What follows belongs to an exercise in optimizing a design on an open flow for small area, a short achievable clock period and few clock cycles per item; a production flow would make more cautious choices. Function was checked by simulation only, so behaviour that the tests miss may differ from the original.

==> design/flow/design.v <==
module pixel_unit (
    input  wire        clk,
    input  wire        rst,
    input  wire        in_valid,
    output wire        in_ready,
    input  wire [2:0]  in_op,
    input  wire [1:0]  in_pal,
    input  wire [15:0] in_thresh,
    input  wire [1:0]  in_x,
    input  wire [1:0]  in_y,
    input  wire [31:0] in_pix,
    output reg         out_valid,
    input  wire        out_ready,
    output wire [31:0] out_pix,
    output wire [1:0]  out_idx,
    output wire [31:0] out_dist,
    output wire        out_err
);
    reg        ir_v;
    reg [2:0]  ir_op;
    reg [1:0]  ir_pal;
    reg [15:0] ir_t;
    reg [1:0]  ir_x, ir_y;
    reg [31:0] ir_pix;
    wire [7:0] r = ir_pix[7:0];
    wire [7:0] g = ir_pix[15:8];
    wire [7:0] b = ir_pix[23:16];
    wire [7:0] a = ir_pix[31:24];
    wire [17:0] luma_s = 18'd299 * r + 18'd587 * g + 18'd114 * b;
    wire [14:0] luma_x = luma_s[17:3];
    wire [30:0] luma_p = luma_x * 16'd33555;
    wire [7:0]  luma   = luma_p[29:22];
    wire        t_big   = |ir_t[15:8];
    wire        t_small = ~t_big & ~|ir_t[7:1];
    wire [7:0]  fd      = ir_t[7:0] - 8'd1;
    wire [15:0] fy      = r * fd + 16'd127;
    wire [8:0]  ft      = fy[15:8] + fy[7:0];
    wire [8:0]  ft1     = ft + 9'd1;
    wire [7:0]  fc      = ft1[8] ? ft1[7:0] : ft[7:0];
    wire        fpos    = fc[7];                        
    wire [7:0]  fm      = fpos ? (fc - 8'd127) : (8'd127 - fc);
    wire [7:0]  fn      = fm + {1'b0, fd[7:1]} - {7'd0, fpos & ~fd[0]};
    reg  [6:0]  fq;
    reg  [7:0]  frem;
    integer j;
    always @(*) begin
        frem = fn;
        for (j = 6; j >= 0; j = j - 1) begin
            if (({8'd0, fd} << j) <= {8'd0, frem}) begin
                fq[j] = 1'b1;
                frem  = frem - (fd << j);
            end else begin
                fq[j] = 1'b0;
            end
        end
    end
    wire [7:0]  flat_o  = t_big ? r : (fpos ? (r - {1'b0, fq}) : (r + {1'b0, fq}));
    wire        none_o  = ({8'd0, r} >= ir_t);
    reg  [7:0]  bayer_m;
    always @(*) begin
        case ({ir_x, ir_y})
            4'h0: bayer_m = 8'd15;   4'h1: bayer_m = 8'd135;
            4'h2: bayer_m = 8'd45;   4'h3: bayer_m = 8'd165;
            4'h4: bayer_m = 8'd195;  4'h5: bayer_m = 8'd75;
            4'h6: bayer_m = 8'd225;  4'h7: bayer_m = 8'd105;
            4'h8: bayer_m = 8'd60;   4'h9: bayer_m = 8'd180;
            4'hA: bayer_m = 8'd30;   4'hB: bayer_m = 8'd150;
            4'hC: bayer_m = 8'd240;  4'hD: bayer_m = 8'd120;
            4'hE: bayer_m = 8'd210;  default: bayer_m = 8'd90;
        endcase
    end
    wire [8:0]  bayer_s = {1'b0, r} + {1'b0, bayer_m};
    wire        bayer_o = ({8'd0, bayer_s} >= {ir_t, 1'b0});
    wire        perc = ir_op[0];
    wire [15:0] rr = r * r;
    wire [15:0] gg = g * g;
    wire [15:0] bb = b * b;
    wire signed [16:0] rb_d  = $signed({1'b0, rr}) - $signed({1'b0, bb});
    wire signed [25:0] rcube = $signed({1'b0, r}) * rb_d;
    wire signed [8:0]  rmb   = $signed({1'b0, r}) - $signed({1'b0, b});
    wire [15:0] rmb2 = rmb * rmb;
    wire [17:0] d0_sq   = rr + gg + bb;
    wire [27:0] d0_perc = ($signed({12'd0, rr, 10'd0} + {11'd0, gg, 11'd0}
                          + {12'd0, bb, 10'd0} + {13'd0, bb, 9'd0} - {21'd0, bb, 1'b0}) + rcube);
    wire signed [22:0] q1_p = $signed({7'd0, rmb2}) + $signed(23'd2558 * ({14'd0, r} + {14'd0, b}))
                              + $signed({3'd0, g, 12'd0}) - 23'sd1174530;
    wire signed [22:0] q2_p = $signed({7'd0, rr}) + $signed({7'd0, bb}) + $signed(23'd2303 * {15'd0, r})
                              - 23'sd326145;
    wire signed [22:0] q3_p = q2_p + $signed({3'd0, g, 12'd0}) - 23'sd522240;
    wire signed [22:0] q1_s = $signed({13'd0, r, 1'b0}) + $signed({13'd0, g, 1'b0}) + $signed({13'd0, b, 1'b0}) - 23'sd765;
    wire signed [22:0] q2_s = $signed({13'd0, r, 1'b0}) - 23'sd255;
    wire signed [22:0] q3_s = $signed({13'd0, r, 1'b0}) + $signed({13'd0, g, 1'b0}) - 23'sd510;
    wire signed [22:0] q1 = perc ? q1_p : q1_s;
    wire signed [22:0] q2 = perc ? q2_p : q2_s;
    wire signed [22:0] q3 = perc ? q3_p : q3_s;
    reg  [1:0]  cand;
    reg  signed [22:0] qc;
    always @(*) begin
        case (ir_pal)
            2'd0:    cand = 2'd1;
            2'd1:    cand = (q1 >= q2) ? 2'd1 : 2'd2;
            default: cand = g[7] ? (b[7] ? 2'd1 : 2'd3) : ((q1 >= q2) ? 2'd1 : 2'd2);
        endcase
        case (cand)
            2'd1:    qc = q1;
            2'd2:    qc = q2;
            default: qc = q3;
        endcase
    end
    wire        take   = (qc > 23'sd0);
    wire [1:0]  near_i = take ? cand : 2'd0;
    wire [27:0] d0     = perc ? d0_perc : {10'd0, d0_sq};
    wire signed [30:0] qsel = take ? {{8{qc[22]}}, qc} : 31'sd0;
    wire [27:0] near_d = d0 - ((qsel <<< 8) - qsel);
    reg  [31:0] res_data;
    reg  [1:0]  res_idx;
    reg         res_err;
    reg         res_near;
    always @(*) begin
        res_data = ir_pix;
        res_idx  = 2'd0;
        res_err  = 1'b0;
        res_near = 1'b0;
        case (ir_op)
            3'd0: res_data = {a, b, g, luma};
            3'd1: if (t_small) res_err = 1'b1;
                  else         res_data = {a, flat_o, flat_o, flat_o};
            3'd2: res_data = {a, {24{none_o}}};
            3'd3: res_data = {a, {24{bayer_o}}};
            3'd4, 3'd5:
                  if (ir_pal == 2'd3) res_err = 1'b1;
                  else begin
                      res_near = 1'b1;
                      res_idx  = near_i;
                      res_data = {4'd0, near_d};
                  end
            default: res_err = 1'b1;
        endcase
    end
    reg        rs_v;
    reg [31:0] rs_data;
    reg [1:0]  rs_idx;
    reg        rs_err, rs_near;
    reg [31:0] or_data;
    reg [1:0]  or_idx;
    reg        or_err, or_near;
    wire adv = !out_valid || out_ready;
    assign in_ready = !(rs_v && ir_v);
    always @(posedge clk) begin
        if (rst) begin
            ir_v      <= 1'b0;
            rs_v      <= 1'b0;
            out_valid <= 1'b0;
        end else begin
            if (in_ready) ir_v <= in_valid;
            else          ir_v <= !adv;
            if (adv) begin
                out_valid <= rs_v || ir_v;
                rs_v      <= rs_v && ir_v;
            end else if (!rs_v) begin
                rs_v      <= ir_v;
            end
        end
    end
    always @(posedge clk) begin
        if (in_ready) begin
            ir_op  <= in_op;
            ir_pal <= in_pal;
            ir_t   <= in_thresh;
            ir_x   <= in_x;
            ir_y   <= in_y;
            ir_pix <= in_pix;
        end
        if (!rs_v || adv) begin
            rs_data <= res_data;
            rs_idx  <= res_idx;
            rs_err  <= res_err;
            rs_near <= res_near;
        end
        if (adv) begin
            or_data <= rs_v ? rs_data : res_data;
            or_idx  <= rs_v ? rs_idx  : res_idx;
            or_err  <= rs_v ? rs_err  : res_err;
            or_near <= rs_v ? rs_near : res_near;
        end
    end
    assign out_pix  = or_near ? {8'hFF, {8{or_idx == 2'd1}}, {8{or_idx[0]}}, {8{or_idx != 2'd0}}}
                              : or_data;
    assign out_dist = or_near ? {4'd0, or_data[27:0]} : 32'd0;
    assign out_idx  = or_idx;
    assign out_err  = or_err;
endmodule
==> design/flow/run.sh <==
#!/bin/bash
# synth_recipe.tcl (not shown) runs the flow's synth.tcl, then flattens the netlist and writes it again
# the make line also repeats each setting of config.mk as NAME=value (left out here)
make -C /OpenROAD-flow-scripts/flow DESIGN_CONFIG=/design/flow/config.mk WORK_HOME=/design/flow/orfs CLKGATE_MAP_FILE= SYNTH_SCRIPT=/design/flow/synth_recipe.tcl finish
==> design/flow/config.mk <==
export PLATFORM = sky130hd
export DESIGN_NAME = pixel_unit
export DESIGN_NICKNAME = pixel_unit
export VERILOG_FILES = /design/flow/design.v
export SDC_FILE = /design/flow/constraint.sdc
export NUM_CORES = 4
export LEC_CHECK = 0
export CAP_MARGIN = 20
export CORE_MARGIN = 2
export CORE_UTILIZATION = 40
export SLEW_MARGIN = 20
==> design/flow/constraint.sdc <==
create_clock -name core_clock -period 125.0 [get_ports {clk}]
set_input_delay 25.0000 -clock core_clock [delete_from_list [all_inputs] [get_ports {clk}]]
set_output_delay 25.0000 -clock core_clock [all_outputs]
set_load 0.01 [all_outputs]
==> run notes <==
==> layer usage <==
layer / vias to the layer above / wire length, um / global-route usage, %
li1: 17500 / - / -
met2: 967 / 63300 / 38.9
met5: - / 25 / 0
met4: 4 / 4380 / 6.51
met1: 17900 / 60700 / 31.8
met3: 165 / 7040 / 1.71
==> layout make-up <==
cell class                 count  area [um2]
multi-input combinational   3875       37700
fill                       11400       65200
clock buffer                  19         443
clock inverter                13         155
inverter                    1189        4460
tap                         1524        1910
sequential                   140        4100
antenna                        1        2.50
timing repair buffer         188        1740
==> cells by family (layout without fill, tap and decap cells) <==
kind of cell | after synthesis | in the layout | synth area share (%)
compound gates | 910 | 910 | 12.7
buf+inv | 1286 | 1409 | 10.4
fa+ha+maj | 1470 | 1470 | 49.4
simple gates | 1109 | 1109 | 11.3
mux | 75 | 75 | 1.72
flops | 140 | 140 | 8.79
other cells | 2 | 10 | 0.0161
xor+xnor | 302 | 302 | 5.73
==> path summary, 6_finish.rpt <==
| path | startpoint | end | slack (ns) | cells after the start |
|---|---|---|---|---|
| setup / recovery | or_near$_DFFE_PN_ | out_pix[7] | 97.38 | 4 |
| hold / removal | ir_x[0]$_DFFE_PN_ | bayer_m[2]$_DFF_P_ | 0.51 | 1 |
| setup reg to reg | ir_t[0]$_DFFE_PN_ | or_data[15]$_DFFE_PN_ | 98.03 | 110 |
| hold reg to reg | ir_x[0]$_DFFE_PN_ | bayer_m[2]$_DFF_P_ | 0.51 | 1 |
==> sequential cells by signal, indices dropped and copies added, names as in the netlist <==
name       cells
out_valid      1
or_near        1
ir_pal         2
or_err         1
ir_op          3
rs_data       32
ir_x           2
ir_v           1
rs_near        1
bayer_m        8
rs_err         1
rs_v           1
or_data       32
ir_t          16
ir_pix        32
ir_y           2
rs_idx         2
or_idx         2
==> worst max-delay path, delay by kind of cell, from the launching register on <==
kind,cells,cell delay (ns)
flip-flops,1,0.32
buffers and inverters,2,0.90
AND/OR/NAND/NOR,2,0.94
==> cells in the mapped netlist (all sizes together) (16+ instances only) <==
library cell,count
a211oi,24
a21o,122
a21oi,268
a31oi,23
and2,101
and3,16
buf,19
clkbuf,78
edfxtp,129
fa,613
ha,857
inv,1181
mux2,38
mux2i,37
nand2,365
nand2b,47
nand3,48
nand4,33
nor2,305
nor2b,41
nor3,53
o211ai,22
o21a,40
o21ai,191
o21bai,52
or2,30
or3,20
xnor2,200
xor2,102
==> stage by stage <==
step / hold WS [ns] / setup WS (ns)
after floorplan: 0.461 / 98.25
after global placement: 0.481 / 97.81
after detailed placement: 0.501 / 97.83
after CTS: 0.521 / 97.34
after global routing: 0.551 / 95.86
final: 0.512 / 97.38
==> summary.md <==
| Metric | Value |
|---|---|
| Status | `timing/DRC/antenna clean` |
| RSZ-0062 raised after global routing | `no` |
| Die extent in y | `about 350 um` |
| Maximum root-to-sink buffer count | `2` |
| Nets | `around 7000` |
| Post-synth EDFFs | `between 100 and 150` |
| Die area | `roughly 0.12 mm2` |
| Worst setup EP type | `primary output` |
| Largest net degree at the start of global routing | `between 100 and 150` |
| FFs w/ async S/R, synth | `0%` |
| Clock sink count | `140` |
| DRT Pass-1 Iters | `5` |
| TritonCTS clock tree | `yes` |
| Post-Layout Cell Count | `6949` |
| Clock root buffer master | `clkbuf_16` |
| Reg clk slew, reported paths | `approximately 0.060 ns` |
| Commonest register cell after synthesis | `edfxtp_1` |
| Post-Synthesis Cell Area | `~0.047 mm2` |
| Initial antenna violation count | `4` |
| Yosys cell types | `~90` |
| Syn Area/Cell | `around 9 um2` |
| Vias in the first global route | `between 30000 and 40000` |
| Delay of the slowest critical-path stage | `0.81 ns` |
| First-pass GRT wire length | `roughly 220000 um` |
| Maximum clock rate | `~36 MHz` |
| Final Core Density | `between 40% and 50%` |
| Hold crit path type | `register to register` |
| WS Path Type | `register to primary output` |
| Post-synth top area cell | `fa_1` |
| Synth top area cells | `fa_1 26%, ha_1 23%, inv_1 9.5%, edfxtp_1 8.3%, xnor2_1 3.7%` |
| Rel. slew slack | `between 20% and 30%` |
| Overflow after GRT | `0` |
| Worst-path maximum fanout | `a little over 60` |
| Gr usage total | `23.1%` |
| Iteration-0 DRC Markers | `roughly 2500` |
| Hpwl dp | `around 110000 um` |
| Routed wire length per instance | `19.5 um` |
| Worst Tran Pin Value | `1.08 ns` |
| Design Area, Final | `roughly 0.050 mm2` |
| Clock latency (worst-skew pair) | `~0.44 ns` |
| Slowest-stage cell, CP | `nor3b_1` |
| Postcts setup bufs | `0` |
| Std-Cell Rows | `125` |
| Final wirelength | `between 100000 and 150000 um` |
| Most frequent cells in the layout | `1177 x inv_1, 857 x ha_1, 613 x fa_1` |
| Layout Skew | `approximately 0.016 ns` |
| CP arrival | `between 2 and 3 ns` |
| # IOs | `130` |
| Placed Instances | `between 6000 and 7000` |
| Vias per cell | `5.26` |
| Cells along the critical path | `buf_4, nor3b_1, nor2_1, clkdlybuf4s50_1` |
| Synth-to-Final Area Change | `8.46%` |
| Antenna-violating nets left | `0` |
| Register area share after synthesis | `between 8 and 9%` |
| Initial Util | `slightly above 40%` |
| Port bufs | `around 130` |
| Final number of setup-violating endpoints | `0` |
| Core Region | `0.116 mm2` |
| Min cycle time layout | `~28 ns` |
| Share of layout cells above drive strength 1 | `between 3 and 4%` |
| Yosys reg bits | `140` |
| Max Cap Viol | `0` |
| Crit path launch type | `register` |
| H-tree levels | `4` |
| Synth Warn # | `1` |
| Post-Synthesis Cells | `~5300` |
| Number of vias after detailed routing | `approximately 37000` |
| Commonest non-fill, non-tap cell in the layout | `inv_1` |
| Final setup TNS | `0 ns` |
| Num CTS Buffers | `17` |
| Top cell type's share of synthesized area | `roughly a quarter` |
| Gp weighted congestion | `0.983` |
| Final critical-path share of the clock period | `between 20% and 30%` |
| Critical Path RT | `100.00 ns` |
| CTS Hold Bufs | `0` |
| Slew Limit Fails | `0` |
| Hold Vio Cnt, Final | `0` |
| Post-CTS resize count | `0` |
| DR DRC count | `0` |
| Area post-placement | `~0.05 mm2` |
| Die width | `between 300 and 400 um` |
Testbench counts, summed over its fixed seeds: cycles 32,016, items 32,000.

-- what the ideal ports hide --
The flow's constraints put no driver on any port. The routed layout listed below was extracted and timed again, unchanged, in two steps. Step 1 assumes that a clkbuf_16 drives the clock port and a buf_2 every other input. Step 2 also shifts input and output timing later by t, the mid clock arrival at the registers, as if the neighbouring blocks saw the same clock. Three values: ideal, step 1, step 2; two values: the first two.
t (ns): 0.477
setup WS [ns]: 97.379 / 97.333 / 97.811
hold WS [ns]: 0.512 / 0.512 / 0.512
After both steps setup and hold are still met in this run. The setup slack of this run moves by -0.046 ns with the drivers and by +0.432 ns with both steps.
